Source: an optimization exercise on an open RTL-to-GDS flow (aim: small area, a short achievable clock period and few clock cycles per item). Production flows keep margins and buffers that such runs may drop. Function was checked by simulation only, so behaviour that the tests miss may differ from the original. No activity file was given, so power comes from the tool's default toggle rates.

==> flow/design.v <==
module picycle (
    input  wire         clk,
    input  wire         rst,           
    input  wire [63:0]  cmd,
    input  wire         cmd_valid,
    output wire         cmd_ready,
    output wire [31:0]  pwm_pulse,
    output reg          pwm_write,
    output wire [191:0] led,
    output wire [31:0]  seq_pos,
    output wire         seq_valid,
    output wire         seq_done,
    output wire         seq_dir,
    output wire [31:0]  seq_cycles,
    output wire         status_ill
);
    localparam signed [31:0] PULSE_LOWER    = 32'sd500000;
    localparam signed [31:0] PULSE_INTERVAL = 32'sd2000000;
    localparam signed [31:0] MAX_ANGLE      = 32'sd180;
    localparam        [31:0] MIN_STEP       = 32'd2000;
    localparam signed [31:0] PULSE_RESET    = PULSE_LOWER;
    localparam        [31:0] BLINK_DIV      = 32'd1000000;
    reg               ill;
    reg signed [31:0] act_cmd, act_cur;
    reg signed [31:0] cfg_lower, cfg_upper;
    reg        [31:0] cfg_ticks, cfg_target;
    reg signed [31:0] seq_l, seq_u;
    reg        [31:0] seq_t, seq_n;
    reg signed [95:0] seq_acc;
    reg               f_dir, f_done, f_valid;
    reg        [31:0] seq_cyc;
    reg signed [31:0] seq_out;
    reg        [23:0] dsp_color;
    reg        [7:0]  dsp_value;
    reg               blk_en, blk_phase;
    reg        [31:0] dsp_freq;
    reg        [19:0] dsp_acc;
    assign pwm_pulse  = act_cur;
    assign seq_pos    = seq_out;
    assign seq_valid  = f_valid;
    assign seq_done   = f_done;
    assign seq_dir    = f_dir;
    assign seq_cycles = seq_cyc;
    assign status_ill = ill;
    wire shown = !blk_en || blk_phase;
    genvar gi;
    generate
        for (gi = 0; gi < 8; gi = gi + 1) begin : g_led
            assign led[24*gi +: 24] = (shown && dsp_value[gi]) ? dsp_color : 24'h000000;
        end
    endgenerate
    wire [7:0]  opc = cmd[63:56];
    wire [7:0]  fn  = cmd[55:48];
    wire [15:0] rsv = cmd[47:32];
    wire [31:0] imm = cmd[31:0];
    wire rsv_ok = (rsv == 16'd0);
    wire is_nop     = rsv_ok && opc == 8'h00 && fn == 8'd0 && imm == 32'd0;
    wire is_act_tgt = rsv_ok && opc == 8'h10 && fn == 8'd0;
    wire is_act_adv = rsv_ok && opc == 8'h11 && fn == 8'd0 && imm == 32'd0;
    wire is_seq_cfg = rsv_ok && opc == 8'h20 && fn[7:3] == 5'd0;
    wire is_seq_rst = rsv_ok && opc == 8'h21 && fn[7:1] == 7'd0 && imm == 32'd0;
    wire is_seq_adv = rsv_ok && opc == 8'h22 && fn[7:1] == 7'd0 && imm == 32'd0;
    wire is_dsp_col = rsv_ok && opc == 8'h30 && fn == 8'd0;
    wire is_dsp_blk = rsv_ok && opc == 8'h31 && fn[7:1] == 7'd0;
    wire is_dsp_rnd = rsv_ok && opc == 8'h32 && fn == 8'd0;
    wire is_dsp_adv = rsv_ok && opc == 8'h33 && fn == 8'd0;
    wire is_legal   = is_nop | is_act_tgt | is_act_adv | is_seq_cfg | is_seq_rst |
                      is_seq_adv | is_dsp_col | is_dsp_blk | is_dsp_rnd | is_dsp_adv;
    reg         mul_start;
    reg  [31:0] mul_a_in, mul_b_in;
    wire [63:0] mul_p;
    wire        mul_done;
    picycle_mul u_mul (
        .clk(clk), .rst(rst), .start(mul_start),
        .a(mul_a_in), .b(mul_b_in), .p(mul_p), .done(mul_done)
    );
    reg         div_start;
    reg  [95:0] div_n_in;
    reg  [6:0]  div_bits_in;
    reg  [31:0] div_d_in;
    wire [95:0] div_q;
    wire [31:0] div_r;
    wire        div_done;
    picycle_div u_div (
        .clk(clk), .rst(rst), .start(div_start),
        .n(div_n_in), .nbits(div_bits_in), .d(div_d_in),
        .q(div_q), .r(div_r), .done(div_done)
    );
    localparam [3:0] S_IDLE    = 4'd0,
                     S_A2P     = 4'd1,    
                     S_A2P_DIV = 4'd2,
                     S_ADV_DIV = 4'd3,
                     S_RST_MUL = 4'd4,
                     S_SEQ_DIV = 4'd5,
                     S_DSP_MUL = 4'd6,
                     S_DSP_DIV = 4'd7,
                     S_SEQ_START = 4'd8;
    reg [3:0]  state;
    reg        coupled;             
    reg signed [31:0] a2p_angle;    
    reg        adv_neg;             
    reg        l_neg;               
    reg        acc_neg;             
    assign cmd_ready = (state == S_IDLE);
    wire take = cmd_valid && cmd_ready;
    wire signed [32:0] act_d   = {act_cmd[31], act_cmd} - {act_cur[31], act_cur};
    wire        [32:0] act_d_abs = act_d[32] ? -act_d : act_d;
    wire        [34:0] act_3d  = {2'b00, act_d_abs} + {1'b0, act_d_abs, 1'b0};
    wire [34:0] pd_q = div_q[34:0];
    wire [32:0] pd_2r = {div_r, 1'b0};
    wire        pd_up = (pd_2r > 33'd100) || (pd_2r == 33'd100 && pd_q[0]);
    wire [34:0] pd_mag = pd_q + {34'd0, pd_up};
    wire [31:0] pd_step = (pd_mag < {3'd0, MIN_STEP}) ? MIN_STEP : pd_mag[31:0];
    wire signed [31:0] act_next = adv_neg ? act_cur - pd_step : act_cur + pd_step;
    wire signed [95:0] seq_step = {{63{seq_u[31]}}, seq_u, 1'b0} - {{63{seq_l[31]}}, seq_l, 1'b0};
    wire signed [95:0] acc_next = f_dir ? seq_acc - seq_step : seq_acc + seq_step;
    wire        rq_rz   = (div_r == 32'd0);
    wire [95:0] rq_floor = acc_neg ? (rq_rz ? -div_q : ~div_q) : div_q;      
    wire [31:0] rq_rem   = (acc_neg && !rq_rz) ? seq_t - div_r : div_r;
    wire [32:0] rq_2r    = {rq_rem, 1'b0};
    wire        rq_up    = (rq_2r > {1'b0, seq_t}) || (rq_2r == {1'b0, seq_t} && rq_floor[0]);
    wire signed [95:0] rq_round = rq_floor + {95'd0, rq_up};
    wire rq_at_u = (rq_round == {{64{seq_u[31]}}, seq_u});
    wire rq_at_l = (rq_round == {{64{seq_l[31]}}, seq_l});
    wire [31:0] cyc_inc = seq_cyc + 32'd1;
    wire [64:0] dsp_t = {1'b0, mul_p} + {45'd0, dsp_acc};
    always @(posedge clk) begin
        mul_start <= 1'b0;
        div_start <= 1'b0;
        pwm_write <= 1'b0;
        if (rst) begin
            state      <= S_IDLE;
            ill        <= 1'b0;
            act_cmd    <= PULSE_RESET;
            act_cur    <= PULSE_RESET;
            cfg_lower  <= 32'sd0;
            cfg_upper  <= 32'sd0;
            cfg_ticks  <= 32'd1;
            cfg_target <= 32'd0;
            seq_l      <= 32'sd0;
            seq_u      <= 32'sd0;
            seq_t      <= 32'd1;
            seq_n      <= 32'd0;
            seq_acc    <= 96'sd0;
            f_dir      <= 1'b0;
            f_done     <= 1'b1;
            f_valid    <= 1'b0;
            seq_cyc    <= 32'd0;
            seq_out    <= 32'sd0;
            dsp_color  <= 24'd0;
            dsp_value  <= 8'd0;
            blk_en     <= 1'b0;
            blk_phase  <= 1'b1;
            dsp_freq   <= 32'd1000;
            dsp_acc    <= 20'd0;
            coupled    <= 1'b0;
        end else begin
            case (state)
            S_IDLE: if (take) begin
                if (!is_legal) begin
                    ill <= 1'b1;
                end else if (is_act_tgt) begin
                    a2p_angle <= imm;
                    state     <= S_A2P;
                end else if (is_act_adv) begin
                    if (act_d != 33'sd0) begin
                        adv_neg     <= act_d[32];
                        div_n_in    <= {61'd0, act_3d};
                        div_bits_in <= 7'd35;
                        div_d_in    <= 32'd100;
                        div_start   <= 1'b1;
                        state       <= S_ADV_DIV;
                    end
                end else if (is_seq_cfg) begin
                    case (fn[2:0])
                        3'd0: cfg_lower  <= imm;
                        3'd1: cfg_upper  <= imm;
                        3'd2: if (imm != 32'd0) cfg_ticks <= imm;
                        3'd3: cfg_target <= imm;
                        default: ;
                    endcase
                end else if (is_seq_rst) begin
                    seq_l   <= cfg_lower;
                    seq_u   <= cfg_upper;
                    seq_t   <= cfg_ticks;
                    seq_n   <= cfg_target;
                    f_dir   <= 1'b0;
                    seq_cyc <= 32'd0;
                    f_done  <= 1'b0;
                    seq_out <= cfg_lower;
                    f_valid <= 1'b1;
                    coupled <= fn[0];
                    l_neg   <= cfg_lower[31];
                    mul_a_in  <= cfg_lower[31] ? -cfg_lower : cfg_lower;
                    mul_b_in  <= cfg_ticks;
                    mul_start <= 1'b1;
                    state     <= S_RST_MUL;
                end else if (is_seq_adv) begin
                    if (f_done) begin
                        f_valid <= 1'b0;
                    end else begin
                        seq_acc <= acc_next;
                        coupled <= fn[0];
                        state   <= S_SEQ_START;
                    end
                end else if (is_dsp_col) begin
                    if (imm[31:24] == 8'd0) dsp_color <= imm[23:0];
                end else if (is_dsp_blk) begin
                    if (!fn[0]) begin
                        blk_en    <= 1'b0;
                        blk_phase <= 1'b1;
                        dsp_acc   <= 20'd0;
                    end else if (imm != 32'd0) begin
                        if (!blk_en) begin
                            blk_phase <= 1'b1;
                            dsp_acc   <= 20'd0;
                        end
                        blk_en   <= 1'b1;
                        dsp_freq <= imm;
                    end
                end else if (is_dsp_rnd) begin
                    if (!imm[31] && imm[30:8] == 23'd0) dsp_value <= imm[7:0];
                end else if (is_dsp_adv) begin
                    if (blk_en) begin
                        mul_a_in  <= imm;
                        mul_b_in  <= dsp_freq;
                        mul_start <= 1'b1;
                        state     <= S_DSP_MUL;
                    end
                end
            end
            S_A2P: begin
                if (a2p_angle <= 32'sd0) begin
                    act_cmd <= PULSE_LOWER;
                    state   <= S_IDLE;
                end else if (a2p_angle >= MAX_ANGLE) begin
                    act_cmd <= PULSE_LOWER + PULSE_INTERVAL;
                    state   <= S_IDLE;
                end else begin
                    div_n_in    <= {64'd0, PULSE_INTERVAL * a2p_angle};
                    div_bits_in <= 7'd32;
                    div_d_in    <= MAX_ANGLE;
                    div_start   <= 1'b1;
                    state       <= S_A2P_DIV;
                end
            end
            S_A2P_DIV: if (div_done) begin
                act_cmd <= PULSE_LOWER + div_q[31:0];
                state   <= S_IDLE;
            end
            S_ADV_DIV: if (div_done) begin
                if (pd_mag != 35'd0) begin
                    act_cur   <= act_next;
                    pwm_write <= 1'b1;
                end
                state <= S_IDLE;
            end
            S_RST_MUL: if (mul_done) begin
                seq_acc <= l_neg ? -{32'd0, mul_p} : {32'd0, mul_p};
                if (coupled) begin
                    a2p_angle <= seq_l;
                    state     <= S_A2P;
                end else begin
                    state <= S_IDLE;
                end
            end
            S_SEQ_START: begin
                acc_neg     <= seq_acc[95];
                div_n_in    <= seq_acc[95] ? -seq_acc : seq_acc;
                div_bits_in <= 7'd96;
                div_d_in    <= seq_t;
                div_start   <= 1'b1;
                state       <= S_SEQ_DIV;
            end
            S_SEQ_DIV: if (div_done) begin
                if (rq_at_u || rq_at_l) f_dir <= ~f_dir;
                if (rq_at_l) begin
                    seq_cyc <= cyc_inc;
                    if (cyc_inc == seq_n) f_done <= 1'b1;
                end
                seq_out <= rq_round[31:0];
                f_valid <= 1'b1;
                if (coupled) begin
                    a2p_angle <= rq_round[31:0];
                    state     <= S_A2P;
                end else begin
                    state <= S_IDLE;
                end
            end
            S_DSP_MUL: if (mul_done) begin
                div_n_in    <= {31'd0, dsp_t};
                div_bits_in <= 7'd65;
                div_d_in    <= BLINK_DIV;
                div_start   <= 1'b1;
                state       <= S_DSP_DIV;
            end
            S_DSP_DIV: if (div_done) begin
                dsp_acc <= div_r[19:0];
                if (div_q[0]) blk_phase <= ~blk_phase;
                state <= S_IDLE;
            end
            default: state <= S_IDLE;
            endcase
        end
    end
endmodule
module picycle_mul (
    input  wire        clk,
    input  wire        rst,
    input  wire        start,
    input  wire [31:0] a,
    input  wire [31:0] b,
    output reg  [63:0] p,
    output reg         done
);
    reg [63:0] mcand;
    reg [31:0] mplier;
    reg [5:0]  count;
    reg        busy;
    always @(posedge clk) begin
        done <= 1'b0;
        if (rst) begin
            busy <= 1'b0;
        end else if (start) begin
            mcand  <= {32'd0, a};
            mplier <= b;
            p      <= 64'd0;
            count  <= 6'd32;
            busy   <= 1'b1;
        end else if (busy) begin
            if (mplier[0]) p <= p + mcand;
            mcand  <= {mcand[62:0], 1'b0};
            mplier <= {1'b0, mplier[31:1]};
            count  <= count - 6'd1;
            if (count == 6'd1) begin
                busy <= 1'b0;
                done <= 1'b1;
            end
        end
    end
endmodule
module picycle_div (
    input  wire        clk,
    input  wire        rst,
    input  wire        start,
    input  wire [95:0] n,
    input  wire [6:0]  nbits,
    input  wire [31:0] d,
    output reg  [95:0] q,
    output wire [31:0] r,
    output reg         done
);
    reg [31:0] rem;
    reg [31:0] dvs;
    reg [6:0]  count;
    reg        busy;
    wire [32:0] rem_sh  = {rem, q[95]};
    wire        fits    = rem_sh >= {1'b0, dvs};
    assign r = rem;
    always @(posedge clk) begin
        done <= 1'b0;
        if (rst) begin
            busy <= 1'b0;
        end else if (start) begin
            q     <= n << (7'd96 - nbits);    
            rem   <= 32'd0;
            dvs   <= d;
            count <= nbits;
            busy  <= 1'b1;
        end else if (busy) begin
            rem   <= fits ? rem_sh[31:0] - dvs : rem_sh[31:0];
            q     <= {q[94:0], fits};
            count <= count - 7'd1;
            if (count == 7'd1) begin
                busy <= 1'b0;
                done <= 1'b1;
            end
        end
    end
endmodule
==> flow/run.sh <==
#!/bin/bash
# synth_recipe.tcl (not shown) runs the flow's synth.tcl, then flattens the netlist and writes it again
# the make line also repeats each setting of config.mk as NAME=value (left out here)
make -C /OpenROAD-flow-scripts/flow DESIGN_CONFIG=/design/flow/config.mk WORK_HOME=/design/flow/orfs CLKGATE_MAP_FILE= SYNTH_SCRIPT=/design/flow/synth_recipe.tcl finish
==> flow/config.mk <==
export PLATFORM = sky130hd
export DESIGN_NAME = picycle
export DESIGN_NICKNAME = picycle
export VERILOG_FILES = /design/flow/design.v
export SDC_FILE = /design/flow/constraint.sdc
export NUM_CORES = 4
export LEC_CHECK = 0
export CAP_MARGIN = 20
export CORE_MARGIN = 2
export CORE_UTILIZATION = 40
export SLEW_MARGIN = 20
==> flow/constraint.sdc <==
create_clock -name core_clock -period 12.0 [get_ports {clk}]
set_input_delay 2.4000 -clock core_clock [delete_from_list [all_inputs] [get_ports {clk}]]
set_output_delay 2.4000 -clock core_clock [all_outputs]
set_load 0.01 [all_outputs]
==> summary.txt <==
-- state kept, by name (all words and copies together) (netlist names), 64 cells and up --
signal       flops
u_mul.mcand     64
u_mul.p         64
seq_acc         96
u_div.q         96
div_n_in        96
-- cell families (layout without fill, tap and decap cells) --
family                   Yosys count  after routing  share of synthesized area
adder cells (fa/ha/maj)          604            604                     0.0908
flip-flops                      1146           1146                      0.321
buffers and inverters           1124           1288                     0.0477
AND/OR/NAND/NOR                 4204           4204                      0.227
XOR/XNOR                         987            987                     0.0971
multiplexers                     248            248                     0.0327
other                              0              4                          0
AO/OA/AOI/OAI                   2567           2567                      0.183
-- path summary, 6_finish.rpt --
path / endpoint / slack, ns / cells after the start
setup / recovery: seq_cyc[13] / 0.74 / 38
hold / removal: u_div.dvs[31] / 0.39 / 0
setup reg to reg: seq_cyc[13] / 0.74 / 38
hold reg to reg: u_div.dvs[31] / 0.39 / 0
-- layout by cell type (no fill, tap or decap), drive strengths merged, types with 106 or more instances in the layout --
master         instances
a21o                 167
a21oi                832
a31oi                108
and3                 305
buf                  176
clkbuf               187
clkdlybuf4s50        359
dfxtp                582
edfxtp               564
ha                   534
inv                  494
mux2i                150
nand2               1513
nand3                282
nand4                135
nor2                 840
nor2b                132
nor3                 280
nor4                 142
o21a                 114
o21ai                472
o31ai                106
or3                  135
xnor2                618
xor2                 369
-- what timing repair did --
item | 4_1_cts | 5_1_grt
gates resized for setup | 0 | 2
buffers inserted | 0 | 0
setup endpoints to repair | 0 | 26
-- through the flow --
| stage | area (um2) | setup WS, ns |
|---|---|---|
| after floorplan | 89000 | 1.86 |
| after global placement | 95500 | 0.676 |
| after detailed placement | 95500 | 0.590 |
| after CTS | 101000 | 0.599 |
| after global routing | 101000 | 0.00356 |
| final | 101000 | 0.742 |
-- layout make-up --
class,count,area (um2)
Timing Repair Buffer,536,4970
Clock inverter,74,1120
Antenna cell,4,10.0
Tap cell,2975,3720
Multi-Input combinational cell,8610,56400
Clock buffer,186,3870
Fill cell,21700,121000
Inverter,492,1850
Sequential cell,1146,28600
-- where the power goes --
part	switching (mW)	internal [mW]
sequential	0.000712	4.07
clock	1.94	2.65
combinational	0.103	0.0391
-- per-layer routing --
layer	part of all wire	vias up	GRT usage	wire length, um
li1	-	39100	-	-
met1	0.43	41200	0.430	157000
met2	0.44	3978	0.483	160000
met3	0.089	739	0.0590	32500
met4	0.048	14	0.133	17400
met5	0.00029	-	0	106
==> flow_metrics.py <==
metrics = {
    "floorplan": {
        "die-height_um": 476,
        "core_mm2": 0.222,
        "initial_core_util": 0.401,
        "die_w_um": 476,
        "die_area_mm2": 0.226,
        "rows": 173,
        "io_pins": 361,
    },
    "placed_design": {
        "place.port_buffers": 360,
        "number_of_placed_instances_with_taps_included": 13800,
        "detailed_place_hpwl_um": 282000,
        "final_estimated_routing_congestion_in_global_placement": 1.04,
    },
    "sta": {
        "slew_violations": 0,
        "final.setup_skew_ns": 0.0791,
        "pin_slew_with_the_least_headroom_to_its_limit_ns": 1.28,
        "layout_worst_path_cycle_share": 0.938,
        "fmax_mhz": 88.8,
        "finalHoldViolations": 0,
        "slew_headroom": 0.147,
        "rsz0062_at_grt": "no",
        "hold_ws_ns": 0.392,
        "setup_viol": 0,
        "min_period_ns": 11.26,
        "final.setup.tns_ns": 0,
    },
    "clock_tree": {
        "clk_pin_slew_ns": 0.06,
        "clock_tree.htree_level_count": 4,
        "cts_hold_repair_buffers": 0,
        "max-clock-path-buffers": 3,
        "cts_tree": "built",
        "cts-buffers-inserted": 140,
        "cts_num_sinks": 1146,
        "worst_skew_pair.late_latency_ns": 0.88,
        "clockRootBuffer": "clkbuf_16",
    },
    "power_and_ir_drop": {
        "power.total_mw": 8.80,
        "power.density_mw_per_mm2": 87.5,
        "p_leak_nw": 38.5,
        "worst_ir_drop_vdd_uv": 92.1,
    },
    "synth": {
        "syn_area_per_cell_um2": 8.18,
        "synthesized_netlist_cell_count": 10900,
        "yosysSeqAreaShare": 0.321,
        "most_common_cell_in_the_netlist": "nand2_1",
        "yosys_warn_count": 3,
        "postSynthNetCount": 11600,
        "synth.top_cells.by_count": "1513 x nand2_1, 840 x nor2_1, 832 x a21oi_1",
        "ys_async_sr_fraction": 0,
        "synth_top_cells_by_area": "edfxtp_1 19%, dfxtp_1 13%, ha_1 7.5%",
        "flip_flop_and_latch_count_after_synthesis": 1146,
        "netlist_area_mm2": 0.0890,
        "count_of_flip_flops_with_a_built_in_enable_after_synthesis": 564,
        "postSynth.topFlopCell": "dfxtp_1",
        "post_synth_num_cell_types": 90,
        "synth.top_cell.area_share": 0.190,
        "synth_area_leader_cell": "edfxtp_1",
    },
    "grt": {
        "grt_first_pass_wirelength_um": 534000,
        "via_count_of_the_first_global_routing_pass": 79300,
        "grt_max_degree": 161,
        "global_route.overflow_total": 0,
        "number_of_antenna_violations_at_the_first_check_in_global_routing": 16,
        "globalRouteTotalUtil": 0.314,
    },
    "final_layout": {
        "area_growth_syn_to_layout_pct": 13.0,
        "final_layout_size_suffix_gt1_frac": 0.0602,
        "nets": 11600,
        "util_after_layout": 0.454,
        "fin_cells": 14000,
    },
    "route": {
        "remaining_drc_errors": 0,
        "avgViaCountPerCell": 6.06,
        "antenna_violating_nets_post_route": 0,
        "detailedRoute.firstPassIterationCount": 6,
        "routed_wire_length_um": 367000,
        "routed-via-count": 85000,
        "average_detailed_routed_wire_length_per_instance_um": 26.1,
        "drt_iter0_markers": 9636,
    },
    "setup_path": {
        "cpLargestDelayFamily": "compound AO/OA/AOI/OAI gates",
        "worst_reg2reg_path_startpoint": "u_div.rem[1]",
        "endpoint_kind": "flop",
        "worst-endpoint-arrival_ns": 12.06,
        "worstPathMaxFanout": 14,
        "delay_of_the_slowest_cell_on_the_worst_path_ns": 0.59,
        "worstSetupStartpoint": "u_div.rem[1]",
        "crit_slowest_cell": "or4_1",
        "path_class": "flop to flop",
        "timing.critical_path.required_ns": 12.80,
        "critPathLaunchType": "flop",
        "cp.buffers_inverters": 2,
    },
    "outcome": {
        "run_status": "finished clean",
    },
    "hold_path": {
        "holdCritStartpoint": "div_d_in[31]",
        "hold_class": "flop to flop",
    },
    "job": {
        "cap_violations": 0,
    },
}
Testbench counts, summed over its fixed seeds: cycles 1,276,011, commands 24,000.

[re-timing with driven ports]
Ports are ideal in the flow. The routed layout listed here was re-timed in OpenROAD. Step 1 assumes that a clkbuf_16 drives the clock port and a buf_2 every other input. Step 2 also shifts input and output timing later by t, the mid clock arrival at the registers, as if the neighbouring blocks saw the same clock. a / b / c = no drivers / after step 1 / after step 2; a / b = the first two.
t (ns): 0.942
setup WS [ns]: 0.742 / 0.742 / 0.742
hold slack, ns: 0.392 / 0.392 / 0.392
worst slew at a driven data input, ns: 0.10
cell pins on the clock port's net: 1
After both steps setup and hold are still met in this run. For this run, drivers alone change the setup slack by 0.000 ns; drivers and shift together by 0.000 ns.
